Background: an optimization exercise with open tools, aiming at small area, a short achievable clock period and few clock cycles per item. Do not read the settings as production practice.
In this exercise RTL edits were held to simulation tests only and were not proved equivalent to the original.
Power and IR drop assume default switching activity.

## frame_codec
module frame_codec (
    input  wire        clk,
    input  wire        rst,
    input  wire        bus_valid,
    input  wire        bus_we,
    input  wire [7:0]  bus_addr,
    input  wire [31:0] bus_wdata,
    output wire        bus_ready,
    output reg  [31:0] bus_rdata
);
Settings: LEC_CHECK=0, ABC_AREA=1, CAP_MARGIN=20, CORE_MARGIN=2, CORE_UTILIZATION=50, PLACE_DENSITY=0.6, SLEW_MARGIN=20; clock period 60.0 ns.
standard.sh (not shown) runs the stock make flow with config.mk's settings and CLKGATE_MAP_FILE= SYNTH_SCRIPT=/design/flow/synth_recipe.tcl, a recipe that flattens the netlist after the stock synthesis.
==> flow/flow/run.sh <==
#!/bin/bash
set -euo pipefail
export BUFFER_PORTS_ARGS="-buffer_cell sky130_fd_sc_hd__buf_2"
export CTS_ARGS="-sink_clustering_enable -repair_clock_nets -buf_list sky130_fd_sc_hd__clkbuf_4 -sink_clustering_size 8 -sink_clustering_max_diameter 60 -dont_use_dummy_load"
export SETUP_SLACK_MARGIN=34
export TNS_END_PERCENT=5
bash standard.sh > flow.log 2>&1
Testbench counts at the start, summed over its fixed seeds: cycles 34,309, commands 4,800.
Next try:
==> flow/flow/run.sh (replaced) <==
#!/bin/bash
set -euo pipefail
export BUFFER_PORTS_ARGS="-buffer_cell sky130_fd_sc_hd__buf_2"
export CTS_ARGS="-sink_clustering_enable -repair_clock_nets -buf_list sky130_fd_sc_hd__clkbuf_8 -sink_clustering_size 10 -sink_clustering_max_diameter 80 -dont_use_dummy_load"
export SETUP_SLACK_MARGIN=34
export TNS_END_PERCENT=5
bash standard.sh > flow.log 2>&1
Effect: The new run finished clean; fmax is about the same; via count rises by 0.31%; setup slack gets worse by 0.0090 ns; count of clock-buffer cells in the layout falls by 10; clock skew falls by 0.087 ns.
Next try:
==> flow/flow/run.sh (replaced) <==
#!/bin/bash
set -euo pipefail
export BUFFER_PORTS_ARGS="-buffer_cell sky130_fd_sc_hd__buf_2"
export CTS_ARGS="-sink_clustering_enable -repair_clock_nets -buf_list sky130_fd_sc_hd__clkbuf_4 -sink_clustering_size 8 -sink_clustering_max_diameter 60 -dont_use_dummy_load"
export SETUP_SLACK_MARGIN=34
export TNS_END_PERCENT=5
bash standard.sh > flow.log 2>&1
Settings changed: CAP_MARGIN 20 to 40, SLEW_MARGIN 20 to 50.
After rerunning: Maximum frequency stays flat; sequential cell count is unchanged; final cell count hardly moves.

* * *

frame_codec, a different RTL version from the one above (not shown whole).
For scale: ~3100 cells after synthesis, roughly 330 flip-flops, roughly 77 I/O pins, ~0.025 mm^2 of cells after synthesis.
==> flow/config.mk <==
export PLATFORM = sky130hd
export DESIGN_NAME = frame_codec
export DESIGN_NICKNAME = frame_codec
export VERILOG_FILES = /design/flow/design.v
export SDC_FILE = /design/flow/constraint.sdc
export NUM_CORES = 4
export LEC_CHECK = 0
export ABC_AREA = 1
export CAP_MARGIN = 40
export CORE_MARGIN = 2
export CORE_UTILIZATION = 50
export PLACE_DENSITY = 0.6
export SLEW_MARGIN = 50
==> flow/constraint.sdc <==
create_clock -name core_clock -period 60.0 [get_ports {clk}]
set_input_delay 12.0000 -clock core_clock [delete_from_list [all_inputs] [get_ports {clk}]]
set_output_delay 12.0000 -clock core_clock [all_outputs]
set_load 0.01 [all_outputs]
==> flow/flow/run.sh <==
#!/bin/bash
set -euo pipefail
export BUFFER_PORTS_ARGS="-buffer_cell sky130_fd_sc_hd__buf_4"
export CTS_ARGS="-sink_clustering_enable -repair_clock_nets -buf_list sky130_fd_sc_hd__clkbuf_8 -sink_clustering_size 12 -sink_clustering_max_diameter 100 -dont_use_dummy_load"
export SETUP_SLACK_MARGIN=34
export TNS_END_PERCENT=5
bash standard.sh > flow.log 2>&1
Testbench counts at the start, summed over its fixed seeds: cycles 34,309, commands 4,800.
Rerun with:
--- a/flow/flow/run.sh
+++ b/flow/flow/run.sh
@@ -3 +3 @@
-export BUFFER_PORTS_ARGS="-buffer_cell sky130_fd_sc_hd__buf_4"
+export BUFFER_PORTS_ARGS="-buffer_cell sky130_fd_sc_hd__buf_2"
@@ -5 +5 @@
-export SETUP_SLACK_MARGIN=34
+export SETUP_SLACK_MARGIN=34.5
The new run finished with timing, DRC and antenna clean.
Non-clock buffer count increases by 35.
Synthesized cell count stays the same.
Die area is unchanged.
Rerun with:
==> flow/flow/run.sh (replaced) <==
#!/bin/bash
set -euo pipefail
export BUFFER_PORTS_ARGS="-buffer_cell sky130_fd_sc_hd__buf_2"
export CTS_ARGS="-sink_clustering_enable -repair_clock_nets -buf_list sky130_fd_sc_hd__clkbuf_4 -sink_clustering_size 8 -sink_clustering_max_diameter 60 -dont_use_dummy_load"
export SETUP_SLACK_MARGIN=34
export TNS_END_PERCENT=5
bash standard.sh > flow.log 2>&1
After rerunning:
- The changed run completed with no timing, DRC or antenna violations
- total power drops by 0.83%
- synthesized area does not change
- global-route usage climbs by 0.33 points
- critical path depth drops by 3
- clock power stays flat
- via count drops by 0.94%
- non-clock buffer count drops by 25

afterwards: timing with drivers on the ports:
Ports are ideal in the flow. The routed layouts listed here were re-timed in OpenROAD.
Step 1, drivers: a clkbuf_16 drives clk and a buf_2 each remaining input, both assumed.
Step 2 also shifts input and output timing later by t, the mid clock arrival at the registers, as if the neighbouring blocks saw the same clock.
a / b / c = no drivers / after step 1 / after step 2; a / b = the first two.
run	t (ns)	setup WS [ns]	worst hold slack (ns)	latest minus earliest clock arrival (ns)	slew at the worst register clock pin (ns)
the first run of note 1	0.844	33.909 / 33.890 / 33.890	0.521 / 0.521 / 0.521	0.132 / 0.132	0.11 / 0.11
the second run of note 1	0.669	33.900 / 33.881 / 33.881	0.514 / 0.514 / 0.514	0.044 / 0.044	0.09 / 0.09
the third run of note 1	0.838	33.847 / 33.828 / 33.828	0.514 / 0.514 / 0.514	0.073 / 0.073	0.12 / 0.12
the first run of note 2	0.716	33.823 / 33.797 / 33.797	0.468 / 0.468 / 0.468	0.078 / 0.078	0.11 / 0.11
the second run of note 2	0.713	34.089 / 34.053 / 34.053	0.492 / 0.492 / 0.492	0.081 / 0.082	0.10 / 0.10
the third run of note 2	0.864	33.814 / 33.789 / 33.789	0.423 / 0.423 / 0.423	0.150 / 0.150	0.11 / 0.11
After both steps setup and hold are still met in every run listed. For the second run of note 2, which loses most, drivers alone change the setup slack by -0.036 ns; drivers and shift together by -0.036 ns.
